What follows belongs to an exercise in optimizing a design on an open flow for small area; a production flow would make more cautious choices. Function was checked by simulation only, so behaviour that the tests miss may differ from the original. No activity file was given, so power comes from the tool's default toggle rates.

Design risc_core, start of the top module:
module risc_core (
    input  wire        clk,
    input  wire        rst,
    output wire [15:0] imem_addr,
    input  wire [31:0] imem_rdata,
    output wire [15:0] dmem_addr,
    output wire        dmem_we,
    output wire [31:0] dmem_wdata,
    input  wire [31:0] dmem_rdata,
    input  wire [31:0] in_data,
    output wire        in_pop,
    output wire        out_valid,
    output wire [31:0] out_data,
    output wire        halted,
    output wire [2:0]  trap_cause,
    output wire [31:0] trap_info,
    output wire [31:0] pc_out,
    input  wire [4:0]  dbg_addr,
    output wire [31:0] dbg_data
);
    localparam [2:0] S_CLR   = 3'd0,
                     S_FETCH = 3'd1,
                     S_DEC   = 3'd2,
                     S_ALIGN = 3'd3,
                     S_WORD  = 3'd4,
                     S_NPC   = 3'd5,
                     S_HALT  = 3'd6,
                     S_PRE   = 3'd7;
    localparam [1:0] Y_SH = 2'd0, Y_REM = 2'd1, Y_PC = 2'd2, Y_ZERO = 2'd3;
    reg [2:0]  state;
    reg [1:0]  sub;
    reg [1:0]  wi;
    reg [4:0]  ph;
    reg [16:0] pc;
    reg [2:0]  cause;
    reg [31:0] rem;
    reg [31:0] q;
    reg [4:0]  sh;
    reg [4:0]  psel_r;    
    reg        dsign, asign;
    reg        c_r, ne_r, lt_r, found_r;
    wire [31:0] ir     = imem_rdata;
    wire [6:0]  opcode = ir[6:0];
    wire [4:0]  rd     = ir[11:7];
    wire [2:0]  f3     = ir[14:12];
    wire [4:0]  rs1    = ir[19:15];
    wire [4:0]  rs2    = ir[24:20];
    wire [6:0]  f7     = ir[31:25];
    reg valid;
  ...
Settings: LEC_CHECK=0, CAP_MARGIN=20, CORE_MARGIN=2, CORE_UTILIZATION=45, CTS_BUF_LIST=sky130_fd_sc_hd__clkbuf_8, CTS_CLUSTER_DIAMETER=60, CTS_CLUSTER_SIZE=16, GPL_TIMING_DRIVEN=0, SLEW_MARGIN=20, SYNTH_HIERARCHICAL=1; clock period 13.5 ns.
standard.sh (not shown) runs the stock make flow with config.mk's settings and CLKGATE_MAP_FILE= SYNTH_SCRIPT=/design/flow/synth_recipe.tcl, a recipe that flattens the netlist after the stock synthesis.
==> flow/flow/run.sh <==
#!/bin/bash
# The standard layout (standard.sh, all ORFS steps) with these changes,
# made through ORFS's own variables:
#  - the buffers Yosys/ABC inserted are removed at floorplan (repair_design
#    re-buffers what needs it);
#  - ports are buffered with sky130_fd_sc_hd__buf_1 instead of the default
#    delay buffer;
#  - CTS clusters up to 16 sinks per clkbuf_8 and inserts no dummy loads.
# The output of the whole run goes to standard.log in the work folder; ORFS
# writes each step's log under orfs/logs/.
set -euo pipefail
export REMOVE_ABC_BUFFERS=1
export BUFFER_PORTS_ARGS="-buffer_cell sky130_fd_sc_hd__buf_1"
export CTS_ARGS="-sink_clustering_enable -repair_clock_nets -dont_use_dummy_load -buf_list sky130_fd_sc_hd__clkbuf_8 -sink_clustering_size 16 -sink_clustering_max_diameter 60"
bash standard.sh > standard.log 2>&1
The starting point ran to the end with no violations.
Next try:
--- a/flow/flow/run.sh
+++ b/flow/flow/run.sh
@@ -8 +8 @@
-#  - CTS clusters up to 16 sinks per clkbuf_8 and inserts no dummy loads.
+#  - CTS clusters up to 18 sinks per clkbuf_8 and inserts no dummy loads.
@@ -14 +14 @@
-export CTS_ARGS="-sink_clustering_enable -repair_clock_nets -dont_use_dummy_load -buf_list sky130_fd_sc_hd__clkbuf_8 -sink_clustering_size 16 -sink_clustering_max_diameter 60"
+export CTS_ARGS="-sink_clustering_enable -repair_clock_nets -dont_use_dummy_load -buf_list sky130_fd_sc_hd__clkbuf_8 -sink_clustering_size 18 -sink_clustering_max_diameter 60"
--- a/flow/config.mk
+++ b/flow/config.mk
@@ -8 +8 @@
-export CAP_MARGIN = 20
+export CAP_MARGIN = 5
@@ -13 +13 @@
-export CTS_CLUSTER_SIZE = 16
+export CTS_CLUSTER_SIZE = 18
@@ -15 +15 @@
-export SLEW_MARGIN = 20
+export SLEW_MARGIN = 5
The changed run finished with timing, DRC and antenna clean.
Power goes down slightly.
Combinational power goes down slightly.
Global-route usage goes down by 0.21 points.
Routed wire length goes down slightly.
Clock-buffer cell count goes down by 6.
Worst hold slack loses 16 ps.
Setup slack gains 350 ps.
Clock power goes down by a few percent.
Next try:
--- a/flow/flow/run.sh
+++ b/flow/flow/run.sh
@@ -8 +8 @@
-#  - CTS clusters up to 18 sinks per clkbuf_8 and inserts no dummy loads.
+#  - CTS clusters up to 16 sinks per clkbuf_8 and inserts no dummy loads.
@@ -14 +14 @@
-export CTS_ARGS="-sink_clustering_enable -repair_clock_nets -dont_use_dummy_load -buf_list sky130_fd_sc_hd__clkbuf_8 -sink_clustering_size 18 -sink_clustering_max_diameter 60"
+export CTS_ARGS="-sink_clustering_enable -repair_clock_nets -dont_use_dummy_load -buf_list sky130_fd_sc_hd__clkbuf_8 -sink_clustering_size 16 -sink_clustering_max_diameter 60"
--- a/flow/config.mk
+++ b/flow/config.mk
@@ -13 +13 @@
-export CTS_CLUSTER_SIZE = 18
+export CTS_CLUSTER_SIZE = 16
=>
- global-route usage went up by 0.11 points
- first-iteration DRC count grows by about 0.9%
- utilization hardly moves
- setup slack gains 42 ps
- clock-buffer cell count rises by 6
- routed wire length is about the same
- via count increases by about 0.7%
Next try:
--- a/flow/config.mk
+++ b/flow/config.mk
@@ -8 +8 @@
-export CAP_MARGIN = 5
+export CAP_MARGIN = 0
@@ -15 +15 @@
-export SLEW_MARGIN = 5
+export SLEW_MARGIN = 0
=> Clock-buffer cell count grows by 1; flip-flop and latch count stays the same; wire length is about the same; worst setup slack gets better by 380 ps; design area came out higher slightly.

re-timing with driven ports:
The flow's constraints put no driver on any port. The routed layouts listed below were extracted and timed again, unchanged, in two steps. Step 1 (the two cells are an assumption about what drives the block):
set clk [get_ports {clk}]
set_driving_cell -lib_cell sky130_fd_sc_hd__clkbuf_16 $clk
set_driving_cell -lib_cell sky130_fd_sc_hd__buf_2 [delete_from_list [all_inputs] $clk]
Step 2 moves the port delays by t, midway between the first and last clock arrival at a register: inputs arrive t later, outputs are due t later. That takes back most of the time a late clock gives input paths. a / b / c = ideal / step 1 / step 2; a / b = the first two.
run	t, ns	setup slack, ns	hold slack, ns	worst setup path at the end
the first run	0.731	1.080 / 1.120 / 0.389	0.289 / 0.289 / 0.289	input to register
the second run	0.741	1.429 / 1.466 / 0.726	0.273 / 0.273 / 0.273	input to register
the third run	0.732	1.471 / 1.508 / 0.777	0.281 / 0.281 / 0.281	input to register
the fourth run	0.742	1.847 / 1.882 / 1.140	0.290 / 0.290 / 0.290	input to register
After both steps setup and hold are still met in every run listed. For the fourth run, which loses most, drivers alone change the setup slack by +0.035 ns; drivers and shift together by -0.707 ns.
